What follows belongs to an exercise in optimizing a design on an open flow for small area; a production flow would make more cautious choices. Where RTL was checked, it was by simulation tests only, not by an equivalence proof against the original. Power figures rest on the tool's default switching activity, not on a simulated workload.

==> run a: inputs <==
Design lhce_parse, start of the top module:
module lhce_parse (
    input  wire        clk,
    input  wire        rst,           
    input  wire        start,
    input  wire [3:0]  op,
    input  wire [15:0] src_addr,
    input  wire [15:0] src_len,
    input  wire [31:0] ph_src,
    input  wire [31:0] ph_dst,
    output wire        busy,
    output reg         done,
    output wire        mem_rd,
    output wire [9:0]  mem_addr,
    input  wire [31:0] mem_rdata,
    output wire [3:0]  err_code,
    output wire [3:0]  err_sub,
    output wire [31:0] r_csum,
    output wire [31:0] r_csum_field,
    output wire [31:0] r_ip_len,
    output wire [31:0] r_ip_misc,
    output wire [31:0] r_ip_src,
    output wire [31:0] r_ip_dst,
    output wire [31:0] r_ip_hdr,
    output wire [31:0] r_ip_chk,
    output wire [31:0] r_tcp_ports,
    output wire [31:0] r_tcp_seq,
    output wire [31:0] r_tcp_ack,
    output wire [31:0] r_tcp_ctl,
    output wire [31:0] r_tcp_csum,
    output wire [31:0] r_tcp_hdr,
    output wire [31:0] r_pay,
    output wire [31:0] r_out
);
==> flow/config.mk <==
export PLATFORM = sky130hd
export DESIGN_NAME = lhce_parse
export DESIGN_NICKNAME = lhce_parse
export VERILOG_FILES = /design/flow/design.v
export SDC_FILE = /design/flow/constraint.sdc
export NUM_CORES = 4
export LEC_CHECK = 0
export CAP_MARGIN = 20
export CORE_MARGIN = 2
export CORE_UTILIZATION = 40
export CTS_CLUSTER_DIAMETER = 80
export CTS_CLUSTER_SIZE = 24
export PLACE_DENSITY = 0.6
export SLEW_MARGIN = 20
==> flow/constraint.sdc <==
create_clock -name core_clock -period 7.0 [get_ports {clk}]
set_input_delay 1.4000 -clock core_clock [delete_from_list [all_inputs] [get_ports {clk}]]
set_output_delay 1.4000 -clock core_clock [all_outputs]
set_load 0.01 [all_outputs]
standard.sh (not shown) runs the stock make flow with config.mk's settings and CLKGATE_MAP_FILE= SYNTH_SCRIPT=/design/flow/synth_recipe.tcl, a recipe that flattens the netlist after the stock synthesis.
==> flow/flow/run.sh <==
#!/bin/bash
# Standard layout (the standard.sh, standard synthesis), with the port
# buffers that global placement inserts made of sky130_fd_sc_hd__buf_1.
set -euo pipefail
export BUFFER_PORTS_ARGS="-buffer_cell sky130_fd_sc_hd__buf_1"
bash standard.sh > standard.log 2>&1
==> run b: changes against run a <==
--- a/flow/design.v
+++ b/flow/design.v
@@ -53,22 +53,22 @@
     reg         cy;        
     reg         sw;        
     reg         addq;      
     reg  [1:0]  lane;      
     reg         m;         
     reg         tok;       
     reg  [7:0]  C [0:29];  
     reg  [2:0]  ec, es;
-    reg  [15:0] q_calc;   reg q_match; reg q_present; reg [15:0] q_field;
-    reg  [3:0]  q_ihl;    reg [15:0] q_tl; reg [15:0] q_hcs; reg [7:0] q_ttl;
-    reg  [31:0] q_src, q_dst; reg [11:0] q_ipa; reg [15:0] q_ipcalc; reg q_ipm;
-    reg  [31:0] q_ports, q_seq, q_ack; reg [15:0] q_win; reg [3:0] q_doff; reg [5:0] q_flags;
-    reg  [15:0] q_urg, q_cs; reg [12:0] q_L; reg [11:0] q_sa;
-    reg  [4:0]  q_hdw;  reg [12:0] q_outl; reg [11:0] q_outa;
+    wire [15:0] q_calc;   wire q_match; wire q_present; wire [15:0] q_field;
+    wire [3:0]  q_ihl;    wire [15:0] q_tl; wire [15:0] q_hcs; wire [7:0] q_ttl;
+    wire [31:0] q_src, q_dst; wire [11:0] q_ipa; wire [15:0] q_ipcalc; wire q_ipm;
+    wire [31:0] q_ports, q_seq, q_ack; wire [15:0] q_win; wire [3:0] q_doff; wire [5:0] q_flags;
+    wire [15:0] q_urg, q_cs; wire [12:0] q_L; wire [11:0] q_sa;
+    wire [4:0]  q_hdw;  wire [12:0] q_outl; wire [11:0] q_outa;
     wire fr   = (opk == 3'd7);
     wire ipc  = (opk == 3'd3);
     wire tcpc = (opk == 3'd4);
     wire ct   = (opk == 3'd2);
     wire csum = (opk == 3'd1) | ct;
     wire ipg  = fr | ipc;
     assign busy = (st != S_IDLE);
     reg [7:0] mb;
@@ -259,60 +259,37 @@
                     else if (!sum_ok) begin ec <= 3'd3; es <= 3'd2; end
                     else begin ec <= 3'd3; es <= 3'd3; end
                 end
             end
             default: st <= S_IDLE;
             endcase
         end
     end
-    always @(posedge clk) begin
-        if (rst) begin
-            q_calc <= 16'd0; q_match <= 1'b0; q_present <= 1'b0; q_field <= 16'd0;
-        end else if (c_csum) begin
-            q_calc <= calc; q_match <= m & ~zq; q_present <= ~zq; q_field <= {C[9], C[8]};
-        end
-    end
-    always @(posedge clk) begin
-        if (rst) begin
-            q_ihl <= 4'd0; q_tl <= 16'd0; q_hcs <= 16'd0; q_ttl <= 8'd0;
-            q_src <= 32'd0; q_dst <= 32'd0; q_ipa <= 12'd0; q_ipcalc <= 16'd0; q_ipm <= 1'b0;
-        end else if (c_ip) begin
-            q_ihl <= ihl; q_tl <= c_len; q_hcs <= {C[9], C[8]}; q_ttl <= mb;
-            q_src <= {C[7], C[6], C[5], C[4]}; q_dst <= {C[3], C[2], C[1], C[0]};
-            q_ipa <= c_addr; q_ipcalc <= calc; q_ipm <= m;
-        end
-    end
-    always @(posedge clk) begin
-        if (rst) begin
-            q_ports <= 32'd0; q_seq <= 32'd0; q_ack <= 32'd0; q_win <= 16'd0;
-            q_doff <= 4'd0; q_flags <= 6'd0; q_urg <= 16'd0; q_cs <= 16'd0;
-            q_L <= 13'd0; q_sa <= 12'd0;
-        end else if (c_tcp) begin
-            q_ports <= {C[29], C[28], C[27], C[26]};
-            q_seq   <= {C[25], C[24], C[23], C[22]};
-            q_ack   <= {C[21], C[20], C[19], C[18]};
-            q_doff  <= doffn; q_flags <= C[16][5:0];
-            q_win   <= {C[15], C[14]};
-            q_cs    <= {C[13], C[12]};
-            q_urg   <= {C[11], C[10]};
-            q_L     <= L[12:0];
-            q_sa    <= addr[11:0];
-        end
-    end
+    wire e1_cs = c_csum & ~rst;  wire e0_cs = ~c_csum & ~rst;
+    wire e1_ip = c_ip   & ~rst;  wire e0_ip = ~c_ip   & ~rst;
+    wire e1_tc = c_tcp  & ~rst;  wire e0_tc = ~c_tcp  & ~rst;
+    wire e1_fr = c_fr   & ~rst;  wire e0_fr = ~c_fr   & ~rst;
+    lhce_rreg #(34) u_cs (.clk(clk), .e1(e1_cs), .e0(e0_cs),
+        .d({calc, m & ~zq, ~zq, C[9], C[8]}),
+        .q({q_calc, q_match, q_present, q_field}));
+    lhce_rreg #(137) u_ip (.clk(clk), .e1(e1_ip), .e0(e0_ip),
+        .d({ihl, c_len, C[9], C[8], mb, C[7], C[6], C[5], C[4],
+            C[3], C[2], C[1], C[0], c_addr, calc, m}),
+        .q({q_ihl, q_tl, q_hcs, q_ttl, q_src, q_dst, q_ipa, q_ipcalc, q_ipm}));
+    lhce_rreg #(179) u_tc (.clk(clk), .e1(e1_tc), .e0(e0_tc),
+        .d({C[29], C[28], C[27], C[26], C[25], C[24], C[23], C[22],
+            C[21], C[20], C[19], C[18], C[15], C[14], doffn, C[16][5:0],
+            C[11], C[10], C[13], C[12], L[12:0], addr[11:0]}),
+        .q({q_ports, q_seq, q_ack, q_win, q_doff, q_flags, q_urg, q_cs, q_L, q_sa}));
     wire [11:0] outa = {c_addr[11:2] - 10'd1, c_addr[1:0]};
     wire [12:0] outl = {c_len[12:2] + 11'd1, c_len[1:0]};
     wire [4:0]  hdw  = {1'b0, ihl} + {1'b0, doffn} + 5'd1;
-    always @(posedge clk) begin
-        if (rst) begin
-            q_hdw <= 5'd0; q_outl <= 13'd0; q_outa <= 12'd0;
-        end else if (c_fr) begin
-            q_hdw <= hdw; q_outl <= outl; q_outa <= outa;
-        end
-    end
+    lhce_rreg #(30) u_fr (.clk(clk), .e1(e1_fr), .e0(e0_fr),
+        .d({hdw, outl, outa}), .q({q_hdw, q_outl, q_outa}));
     wire [12:0] q_paya = {{1'b0, q_outa[11:2]} + {6'd0, q_hdw}, q_outa[1:0]};
     wire [11:0] q_payl = {q_outl[11:2] - {5'd0, q_hdw}, q_outl[1:0]};
     wire ipv = |q_ihl;
     wire [15:0] ip_seg = {q_tl[15:2] - {10'd0, q_ihl}, q_tl[1:0]};
     assign err_code     = {1'b0, ec};
     assign err_sub      = {1'b0, es};
     assign r_csum       = {14'd0, q_match, q_present, q_calc};
     assign r_csum_field = {16'd0, q_field};
@@ -326,8 +303,19 @@
     assign r_tcp_seq    = q_seq;
     assign r_tcp_ack    = q_ack;
     assign r_tcp_ctl    = {q_win, 2'd0, q_doff, 2'd0, 2'd0, q_flags};
     assign r_tcp_csum   = {q_urg, q_cs};
     assign r_tcp_hdr    = {3'd0, q_L, 4'd0, q_sa};
     assign r_pay        = {4'd0, q_payl, 3'd0, q_paya};
     assign r_out        = {3'd0, q_outl, 4'd0, q_outa};
 endmodule
+module lhce_rreg #(
+    parameter W = 8
+) (
+    input  wire         clk,
+    input  wire         e1,
+    input  wire         e0,
+    input  wire [W-1:0] d,
+    output reg  [W-1:0] q
+);
+    always @(posedge clk) q <= (d & {W{e1}}) | (q & {W{e0}});
+endmodule
==> flow/flow/run.sh (replaced) <==
#!/bin/bash
# Standard layout (the standard.sh, standard synthesis), with the port
# buffers that global placement inserts made of sky130_fd_sc_hd__buf_1 and
# one tie cell per constant value.
set -euo pipefail
export BUFFER_PORTS_ARGS="-buffer_cell sky130_fd_sc_hd__buf_1"
export SKIP_REPAIR_TIE_FANOUT=1
bash standard.sh > standard.log 2>&1
Settings changed: CORE_UTILIZATION 40 to 60, CTS_CLUSTER_DIAMETER 80 to 90, CTS_CLUSTER_SIZE 24 to 30, PLACE_DENSITY 0.6 to 0.75, SYNTH_HIERARCHICAL set to 1, SYNTH_MINIMUM_KEEP_SIZE set to 0.
==> run c: changes against run a <==
--- a/flow/design.v
+++ b/flow/design.v
@@ -53,22 +53,22 @@
     reg         cy;        
     reg         sw;        
     reg         addq;      
     reg  [1:0]  lane;      
     reg         m;         
     reg         tok;       
     reg  [7:0]  C [0:29];  
     reg  [2:0]  ec, es;
-    reg  [15:0] q_calc;   reg q_match; reg q_present; reg [15:0] q_field;
-    reg  [3:0]  q_ihl;    reg [15:0] q_tl; reg [15:0] q_hcs; reg [7:0] q_ttl;
-    reg  [31:0] q_src, q_dst; reg [11:0] q_ipa; reg [15:0] q_ipcalc; reg q_ipm;
-    reg  [31:0] q_ports, q_seq, q_ack; reg [15:0] q_win; reg [3:0] q_doff; reg [5:0] q_flags;
-    reg  [15:0] q_urg, q_cs; reg [12:0] q_L; reg [11:0] q_sa;
-    reg  [4:0]  q_hdw;  reg [12:0] q_outl; reg [11:0] q_outa;
+    wire [15:0] q_calc;   wire q_match; wire q_present; wire [15:0] q_field;
+    wire [3:0]  q_ihl;    wire [15:0] q_tl; wire [15:0] q_hcs; wire [7:0] q_ttl;
+    wire [31:0] q_src, q_dst; wire [11:0] q_ipa; wire [15:0] q_ipcalc; wire q_ipm;
+    wire [31:0] q_ports, q_seq, q_ack; wire [15:0] q_win; wire [3:0] q_doff; wire [5:0] q_flags;
+    wire [15:0] q_urg, q_cs; wire [12:0] q_L; wire [11:0] q_sa;
+    wire [4:0]  q_hdw;  wire [12:0] q_outl; wire [11:0] q_outa;
     wire fr   = (opk == 3'd7);
     wire ipc  = (opk == 3'd3);
     wire tcpc = (opk == 3'd4);
     wire ct   = (opk == 3'd2);
     wire csum = (opk == 3'd1) | ct;
     wire ipg  = fr | ipc;
     assign busy = (st != S_IDLE);
     reg [7:0] mb;
@@ -259,60 +259,37 @@
                     else if (!sum_ok) begin ec <= 3'd3; es <= 3'd2; end
                     else begin ec <= 3'd3; es <= 3'd3; end
                 end
             end
             default: st <= S_IDLE;
             endcase
         end
     end
-    always @(posedge clk) begin
-        if (rst) begin
-            q_calc <= 16'd0; q_match <= 1'b0; q_present <= 1'b0; q_field <= 16'd0;
-        end else if (c_csum) begin
-            q_calc <= calc; q_match <= m & ~zq; q_present <= ~zq; q_field <= {C[9], C[8]};
-        end
-    end
-    always @(posedge clk) begin
-        if (rst) begin
-            q_ihl <= 4'd0; q_tl <= 16'd0; q_hcs <= 16'd0; q_ttl <= 8'd0;
-            q_src <= 32'd0; q_dst <= 32'd0; q_ipa <= 12'd0; q_ipcalc <= 16'd0; q_ipm <= 1'b0;
-        end else if (c_ip) begin
-            q_ihl <= ihl; q_tl <= c_len; q_hcs <= {C[9], C[8]}; q_ttl <= mb;
-            q_src <= {C[7], C[6], C[5], C[4]}; q_dst <= {C[3], C[2], C[1], C[0]};
-            q_ipa <= c_addr; q_ipcalc <= calc; q_ipm <= m;
-        end
-    end
-    always @(posedge clk) begin
-        if (rst) begin
-            q_ports <= 32'd0; q_seq <= 32'd0; q_ack <= 32'd0; q_win <= 16'd0;
-            q_doff <= 4'd0; q_flags <= 6'd0; q_urg <= 16'd0; q_cs <= 16'd0;
-            q_L <= 13'd0; q_sa <= 12'd0;
-        end else if (c_tcp) begin
-            q_ports <= {C[29], C[28], C[27], C[26]};
-            q_seq   <= {C[25], C[24], C[23], C[22]};
-            q_ack   <= {C[21], C[20], C[19], C[18]};
-            q_doff  <= doffn; q_flags <= C[16][5:0];
-            q_win   <= {C[15], C[14]};
-            q_cs    <= {C[13], C[12]};
-            q_urg   <= {C[11], C[10]};
-            q_L     <= L[12:0];
-            q_sa    <= addr[11:0];
-        end
-    end
+    wire e1_cs = c_csum & ~rst;  wire e0_cs = ~c_csum & ~rst;
+    wire e1_ip = c_ip   & ~rst;  wire e0_ip = ~c_ip   & ~rst;
+    wire e1_tc = c_tcp  & ~rst;  wire e0_tc = ~c_tcp  & ~rst;
+    wire e1_fr = c_fr   & ~rst;  wire e0_fr = ~c_fr   & ~rst;
+    lhce_rreg #(34) u_cs (.clk(clk), .e1(e1_cs), .e0(e0_cs),
+        .d({calc, m & ~zq, ~zq, C[9], C[8]}),
+        .q({q_calc, q_match, q_present, q_field}));
+    lhce_rreg #(137) u_ip (.clk(clk), .e1(e1_ip), .e0(e0_ip),
+        .d({ihl, c_len, C[9], C[8], mb, C[7], C[6], C[5], C[4],
+            C[3], C[2], C[1], C[0], c_addr, calc, m}),
+        .q({q_ihl, q_tl, q_hcs, q_ttl, q_src, q_dst, q_ipa, q_ipcalc, q_ipm}));
+    lhce_rreg #(179) u_tc (.clk(clk), .e1(e1_tc), .e0(e0_tc),
+        .d({C[29], C[28], C[27], C[26], C[25], C[24], C[23], C[22],
+            C[21], C[20], C[19], C[18], C[15], C[14], doffn, C[16][5:0],
+            C[11], C[10], C[13], C[12], L[12:0], addr[11:0]}),
+        .q({q_ports, q_seq, q_ack, q_win, q_doff, q_flags, q_urg, q_cs, q_L, q_sa}));
     wire [11:0] outa = {c_addr[11:2] - 10'd1, c_addr[1:0]};
     wire [12:0] outl = {c_len[12:2] + 11'd1, c_len[1:0]};
     wire [4:0]  hdw  = {1'b0, ihl} + {1'b0, doffn} + 5'd1;
-    always @(posedge clk) begin
-        if (rst) begin
-            q_hdw <= 5'd0; q_outl <= 13'd0; q_outa <= 12'd0;
-        end else if (c_fr) begin
-            q_hdw <= hdw; q_outl <= outl; q_outa <= outa;
-        end
-    end
+    lhce_rreg #(30) u_fr (.clk(clk), .e1(e1_fr), .e0(e0_fr),
+        .d({hdw, outl, outa}), .q({q_hdw, q_outl, q_outa}));
     wire [12:0] q_paya = {{1'b0, q_outa[11:2]} + {6'd0, q_hdw}, q_outa[1:0]};
     wire [11:0] q_payl = {q_outl[11:2] - {5'd0, q_hdw}, q_outl[1:0]};
     wire ipv = |q_ihl;
     wire [15:0] ip_seg = {q_tl[15:2] - {10'd0, q_ihl}, q_tl[1:0]};
     assign err_code     = {1'b0, ec};
     assign err_sub      = {1'b0, es};
     assign r_csum       = {14'd0, q_match, q_present, q_calc};
     assign r_csum_field = {16'd0, q_field};
@@ -326,8 +303,19 @@
     assign r_tcp_seq    = q_seq;
     assign r_tcp_ack    = q_ack;
     assign r_tcp_ctl    = {q_win, 2'd0, q_doff, 2'd0, 2'd0, q_flags};
     assign r_tcp_csum   = {q_urg, q_cs};
     assign r_tcp_hdr    = {3'd0, q_L, 4'd0, q_sa};
     assign r_pay        = {4'd0, q_payl, 3'd0, q_paya};
     assign r_out        = {3'd0, q_outl, 4'd0, q_outa};
 endmodule
+module lhce_rreg #(
+    parameter W = 8
+) (
+    input  wire         clk,
+    input  wire         e1,
+    input  wire         e0,
+    input  wire [W-1:0] d,
+    output reg  [W-1:0] q
+);
+    always @(posedge clk) q <= (d & {W{e1}}) | (q & {W{e0}});
+endmodule
Settings changed: CTS_BUF_LIST set to sky130_fd_sc_hd__clkbuf_8, CTS_CLUSTER_DIAMETER 80 to 60, CTS_CLUSTER_SIZE 24 to 20, SYNTH_HIERARCHICAL set to 1, SYNTH_MINIMUM_KEEP_SIZE set to 0.
==> run notes <==
----------------------------------------------------
[Run status]
  Outcome ... timing/DRC/antenna clean

[Layout]
  Sequential portion of the cell area ... 0.470
  Fraction of area in multi-input gates ... 0.383

[Yosys]
  Most numerous cell types in the synthesized netlist ... sky130_fd_sc_hd__dfxtp_1, sky130_fd_sc_hd__a22o_1, sky130_fd_sc_hd__nand2_1
  Portion of netlist area occupied by mux cells ... 0.0164

[Drt]
  Detail Route met3 WL ... 8070 um

[Floorplan]
  Floorplan die height ... 220 um

[Clock network]
  Number of buffers created by CTS ... 31
  Clock insertion delay at the later pin of the skew report ... 650 ps

[Placement]
  Placed Instance Area ... 29300 um2

[GRT]
  Number of global-route vias before repair ... 20900

[Worst setup path]
  Cell depth of the worst flop-to-flop path ... 17

----------------------------------------------------
(the above is from run b)
==> run notes <==
----------------------------------------------------
[Yosys]
  Portion of netlist area occupied by mux cells ... 0.0164
  Most numerous cell types in the synthesized netlist ... sky130_fd_sc_hd__dfxtp_1, sky130_fd_sc_hd__a22o_1, sky130_fd_sc_hd__nand2_1

[Layout]
  Sequential portion of the cell area ... 0.456

[Floorplan]
  Floorplan die height ... 269 um

[Placement]
  Placed Instance Area ... 30100 um2

[Clock network]
  Number of buffers created by CTS ... 51

[Run status]
  Outcome ... timing/DRC/antenna clean

----------------------------------------------------
(the above is from run c)
==> run notes <==
----------------------------------------------------
[Power]
  Top power consumer group ... sequential cells
  Worst vdd rail ir drop ... 0.242 mV

[Run status]
  Outcome ... timing/DRC/antenna clean

[Layout]
  Fraction of area in multi-input gates ... 0.408
  Sequential portion of the cell area ... 0.431

[Floorplan]
  Row Count ... 99
  Floorplan die height ... 275 um

[Worst setup path]
  Cell depth of the worst flop-to-flop path ... 15

[Drt]
  Detail Route met3 WL ... 7480 um

[Clock network]
  Number of buffers created by CTS ... 43

[Placement]
  Placed Instance Area ... 31700 um2

[Yosys]
  Portion of netlist area occupied by mux cells ... 0.0145

----------------------------------------------------
(the above is from run a)
Only the layout flow was run in run a; the RTL was not checked for function there.

re-timing with driven ports:
The flow's constraints put no driver on any port. The routed layouts listed below were extracted and timed again, unchanged, in two steps.
Step 1 sets driving cells, clkbuf_16 on the clock port and buf_2 on the other inputs (assumed; they add their load-dependent delay and slew).
Step 2 also shifts input and output timing later by t, the mid clock arrival at the registers, as if the neighbouring blocks saw the same clock.
Three values: no drivers, after step 1, after step 2; two values: the first two.
run	shift t [ns]	setup WS [ns]	hold WS [ns]	worst data-port slew with drivers (ns)
run a	0.678	1.601 / 1.531 / 1.822	0.333 / 0.333 / 0.333	0.09
run b	0.702	1.558 / 1.558 / 1.558	0.336 / 0.336 / 0.336	0.11
run c	0.760	1.587 / 1.525 / 1.644	0.336 / 0.336 / 0.336	0.12
After both steps every run listed still meets setup and hold.
